What follows belongs to an exercise in optimizing a design on an open flow for small area, a short achievable clock period and few clock cycles per item; a production flow would make more cautious choices.
In this exercise RTL edits were held to simulation tests only and were not proved equivalent to the original.
Power figures rest on the tool's default switching activity, not on a simulated workload.

Setup of build 62:
## seg_demod
module seg_demod (
    input  wire        clk,
    input  wire        rst_n,
    input  wire        in_valid,
    output wire        in_ready,
    input  wire [15:0] in_sample,
    input  wire [1:0]  in_scheme,
    input  wire        in_invert,
    output reg         out_valid,
    input  wire        out_ready,
    output reg         out_bit,
    output wire [71:0] out_metric
);
Size: about 4,600 cells after synthesis, about 590 flip-flops, ~98 I/O pins.
==> flow/config.mk <==
export PLATFORM = sky130hd
export DESIGN_NAME = seg_demod
export DESIGN_NICKNAME = seg_demod
export VERILOG_FILES = /design/flow/design.v
export SDC_FILE = /design/flow/constraint.sdc
export NUM_CORES = 4
export LEC_CHECK = 0
export CAP_MARGIN = 20
export CORE_MARGIN = 2
export CORE_UTILIZATION = 25
export CTS_BUF_LIST = sky130_fd_sc_hd__clkbuf_8 sky130_fd_sc_hd__clkbuf_16
export CTS_CLUSTER_DIAMETER = 150
export CTS_CLUSTER_SIZE = 20
export PLACE_DENSITY = 0.8
export SLEW_MARGIN = 20
==> flow/constraint.sdc <==
create_clock -name core_clock -period 16.0 [get_ports {clk}]
set_input_delay 3.2000 -clock core_clock [delete_from_list [all_inputs] [get_ports {clk}]]
set_output_delay 3.2000 -clock core_clock [all_outputs]
set_load 0.01 [all_outputs]
standard.sh (not shown) runs the stock make flow with config.mk's settings and CLKGATE_MAP_FILE= SYNTH_SCRIPT=/design/flow/synth_recipe.tcl, a recipe that flattens the netlist after the stock synthesis.
==> flow/flow/run.sh <==
#!/bin/bash
# The standard layout (the standard.sh: ORFS synthesis to final layout),
# with plain buffers on the ports instead of the delay buffer that
# buffer_ports picks by default.  Everything else is unchanged.
set -euo pipefail
export BUFFER_PORTS_ARGS="-buffer_cell sky130_fd_sc_hd__buf_2"
bash standard.sh > standard_flow.log 2>&1
Build 62: full flow OK, the timing, design-rule and antenna checks passed
Testbench counts of build 62, summed over its fixed seeds: cycles 51,320, items 3,200.
Setup changes, build 62 to build 14
# build 62
export LEC_CHECK = 0
export CAP_MARGIN = 20
export CORE_MARGIN = 2
export CORE_UTILIZATION = 25
export CTS_BUF_LIST = sky130_fd_sc_hd__clkbuf_8 sky130_fd_sc_hd__clkbuf_16
export CTS_CLUSTER_DIAMETER = 150
export CTS_CLUSTER_SIZE = 20
export PLACE_DENSITY = 0.8
export SLEW_MARGIN = 20
create_clock -name core_clock -period 16.0 [get_ports {clk}]
# build 14
export LEC_CHECK = 0
export CAP_MARGIN = 20
export CORE_MARGIN = 2
export CORE_UTILIZATION = 25
export SLEW_MARGIN = 20
create_clock -name core_clock -period 16.0 [get_ports {clk}]
==> flow/run.sh (new file) <==
#!/bin/bash
# synth_recipe.tcl (not shown) runs the flow's synth.tcl, then flattens the netlist and writes it again
# the make line also repeats each setting of config.mk as NAME=value (left out here)
make -C /OpenROAD-flow-scripts/flow DESIGN_CONFIG=/design/flow/config.mk WORK_HOME=/design/flow/orfs CLKGATE_MAP_FILE= SYNTH_SCRIPT=/design/flow/synth_recipe.tcl finish
removed: flow/flow/run.sh
removed: flow/standard.sh
Findings:
- Delta (build 14 minus build 62): proportion of cell area occupied by multi-input gates now sits lower; sequential power now sits at about the same level; via count now sits lower.
- Post-synthesis adder-cell area fraction came out exactly the same in build 62 and build 14.
- Cell area for build 14: 4.0% up relative to build 62
- Looking at the reports, build 62 completed the entire flow and the layout it produced met the timing, design-rule and antenna checks.
- Build 14 completed every stage of the flow, and the final layout passed the timing, design-rule and antenna checks.
- Compared with build 62, met1 wire length in build 14 increased by more than 10%.
- Compare build 62 and build 14 | clock-pin slew reported for the worst setup and hold paths after clock tree synthesis higher: build 62
- Largest incremental delay on the critical path: lower on build 14
Edits applied to the flow inputs when going from build 14 to build 20:
# build 14
export LEC_CHECK = 0
export CAP_MARGIN = 20
export CORE_MARGIN = 2
export CORE_UTILIZATION = 25
export SLEW_MARGIN = 20
create_clock -name core_clock -period 16.0 [get_ports {clk}]
# build 20
export LEC_CHECK = 0
export CAP_MARGIN = 20
export CORE_MARGIN = 2
export CORE_UTILIZATION = 25
export CTS_BUF_LIST = sky130_fd_sc_hd__clkbuf_8 sky130_fd_sc_hd__clkbuf_16
export CTS_CLUSTER_DIAMETER = 150
export CTS_CLUSTER_SIZE = 20
export SLEW_MARGIN = 60
create_clock -name core_clock -period 16.0 [get_ports {clk}]
==> flow/flow/run.sh (new file) <==
#!/bin/bash
# The standard layout (the standard.sh: ORFS synthesis to final layout),
# with two changes to how the layout is made:
#  - plain buffers on the ports instead of the delay buffer that
#    buffer_ports picks by default;
#  - the delay cells (clkdlybuf4s*, dlygate*, dlymetal*) are left out of the
#    cells the tools may use, so repair_design buffers long or slow nets with
#    plain buffers.
set -euo pipefail
export BUFFER_PORTS_ARGS="-buffer_cell sky130_fd_sc_hd__buf_2"
export DONT_USE_CELLS="sky130_fd_sc_hd__clkdlybuf4s15_1 sky130_fd_sc_hd__clkdlybuf4s15_2 sky130_fd_sc_hd__clkdlybuf4s18_1 sky130_fd_sc_hd__clkdlybuf4s18_2 sky130_fd_sc_hd__clkdlybuf4s25_1 sky130_fd_sc_hd__clkdlybuf4s25_2 sky130_fd_sc_hd__clkdlybuf4s50_1 sky130_fd_sc_hd__clkdlybuf4s50_2 sky130_fd_sc_hd__dlygate4sd1_1 sky130_fd_sc_hd__dlygate4sd2_1 sky130_fd_sc_hd__dlygate4sd3_1 sky130_fd_sc_hd__dlymetal6s2s_1 sky130_fd_sc_hd__dlymetal6s4s_1 sky130_fd_sc_hd__dlymetal6s6s_1"
bash standard.sh > standard_flow.log 2>&1
==> flow/standard.sh (new file) <==
#!/bin/bash
# synth_recipe.tcl (not shown) runs the flow's synth.tcl, then flattens the netlist and writes it again
# the make line also repeats each setting of config.mk as NAME=value (left out here)
make -C /OpenROAD-flow-scripts/flow DESIGN_CONFIG=/design/flow/config.mk WORK_HOME=/design/flow/orfs CLKGATE_MAP_FILE= SYNTH_SCRIPT=/design/flow/synth_recipe.tcl "${@:-finish}"
removed: flow/run.sh
==> comparison <==
- NOTE routed wire length build 14->build 20 decreased slightly
- Pin count of the biggest net entering global routing for build 20: 50 down relative to build 14
- Global-route wire length before repair of build 20 falls short of that of build 14 slightly.
- Build 20 packs its core looser than build 14.
- Number of vias in the routed layout of build 20 falls short of that of build 14 slightly.
- Via count of the first global-routing pass went down slightly going from build 14 to build 20.
- Re xor and xnor area share after synthesis: no difference whatsoever between build 14 and build 20.
- Clock-buffer cell count down 48 in build 20 wrt build 14
- Of the two values seen for highest metal layer with signal wires, met5 was produced by build 20 and met4 by build 14.
- | worst clock skew | build 20 vs build 14 | worse |
Relative to build 20, the following input files were edited for build 17:
# build 20
export LEC_CHECK = 0
export CAP_MARGIN = 20
export CORE_MARGIN = 2
export CORE_UTILIZATION = 25
export CTS_BUF_LIST = sky130_fd_sc_hd__clkbuf_8 sky130_fd_sc_hd__clkbuf_16
export CTS_CLUSTER_DIAMETER = 150
export CTS_CLUSTER_SIZE = 20
export SLEW_MARGIN = 60
create_clock -name core_clock -period 16.0 [get_ports {clk}]
# build 17
export LEC_CHECK = 0
export CAP_MARGIN = 20
export CORE_MARGIN = 2
export CORE_UTILIZATION = 60
export SLEW_MARGIN = 20
create_clock -name core_clock -period 16.0 [get_ports {clk}]
==> flow/run.sh (new file) <==
#!/bin/bash
# synth_recipe.tcl (not shown) runs the flow's synth.tcl, then flattens the netlist and writes it again
# the make line also repeats each setting of config.mk as NAME=value (left out here)
make -C /OpenROAD-flow-scripts/flow DESIGN_CONFIG=/design/flow/config.mk WORK_HOME=/design/flow/orfs CLKGATE_MAP_FILE= SYNTH_SCRIPT=/design/flow/synth_recipe.tcl finish
removed: flow/flow/run.sh
removed: flow/standard.sh
==> comparison <==
For clock latency at the later pin of the worst-skew pair, build 17 and build 20 come out practically identical. Build 17 against build 20: share of power burned in combinational logic decreased 5.7 points, total met2 wirelength after detailed routing increased 3.3%, clock power increased about 70%, sum of negative setup slack essentially unchanged. Overall power of the completed layout in build 17 is about 10% above build 20. Higher clock network area share goes to build 17 over build 20. Summary: achievable clock frequency, build 17 worse than build 20.
Relative to build 17, the following input files were edited for build 50:
# build 17
export LEC_CHECK = 0
export CAP_MARGIN = 20
export CORE_MARGIN = 2
export CORE_UTILIZATION = 60
export SLEW_MARGIN = 20
create_clock -name core_clock -period 16.0 [get_ports {clk}]
# build 50
export LEC_CHECK = 0
export CAP_MARGIN = 20
export CORE_MARGIN = 2
export CORE_UTILIZATION = 25
export CTS_BUF_LIST = sky130_fd_sc_hd__clkbuf_8 sky130_fd_sc_hd__clkbuf_16
export CTS_CLUSTER_DIAMETER = 150
export CTS_CLUSTER_SIZE = 20
export SLEW_MARGIN = 20
create_clock -name core_clock -period 16.0 [get_ports {clk}]
==> flow/flow/run.sh (new file) <==
#!/bin/bash
# The standard layout (the standard.sh: ORFS synthesis to final layout),
# with plain buffers on the ports instead of the delay buffer that
# buffer_ports picks by default.  Everything else is unchanged.
set -euo pipefail
export BUFFER_PORTS_ARGS="-buffer_cell sky130_fd_sc_hd__buf_2"
bash standard.sh > standard_flow.log 2>&1
==> flow/standard.sh (new file) <==
#!/bin/bash
# synth_recipe.tcl (not shown) runs the flow's synth.tcl, then flattens the netlist and writes it again
# the make line also repeats each setting of config.mk as NAME=value (left out here)
make -C /OpenROAD-flow-scripts/flow DESIGN_CONFIG=/design/flow/config.mk WORK_HOME=/design/flow/orfs CLKGATE_MAP_FILE= SYNTH_SCRIPT=/design/flow/synth_recipe.tcl "${@:-finish}"
removed: flow/run.sh
--- outcome ---
Taking build 17 as the reference point, the fraction of layout cells with a size suffix above 1 of build 50 rises by 0.63 points.
Of build 50 and build 17, the lower core utilization belongs to build 50.
NOTE: clock network fraction of design power in build 50 falls short of that of build 17
Build 17 -> build 50: final design instance area without fill flat

==> port drivers added, routing unchanged <==
No port has a modelled driver above. Below, the same layouts with a new extraction and two added sets of constraints.
Step 1 assumes that a clkbuf_16 drives the clock port and a buf_2 every other input.
Step 2 adds t to the input delays and takes it off the output delays; t is the mean of the earliest and latest rising clock arrival at the registers after step 1. Input paths then give back, and output paths get back, about the clock's delay inside the block.
Slacks: no drivers / after step 1 / after step 2; pairs: no drivers / after step 1.
run | t, ns | setup slack, ns | worst data-port slew with drivers (ns)
build 62 | 0.683 | 10.784 / 10.784 / 10.784 | 0.07
build 14 | 0.740 | 10.797 / 10.797 / 10.797 | 0.06
build 20 | 0.690 | 11.109 / 11.109 / 11.109 | 0.09
build 17 | 0.693 | 10.673 / 10.673 / 10.673 | 0.05
build 50 | 0.684 | 10.836 / 10.836 / 10.836 | 0.08
After both steps every run listed still meets setup and hold.
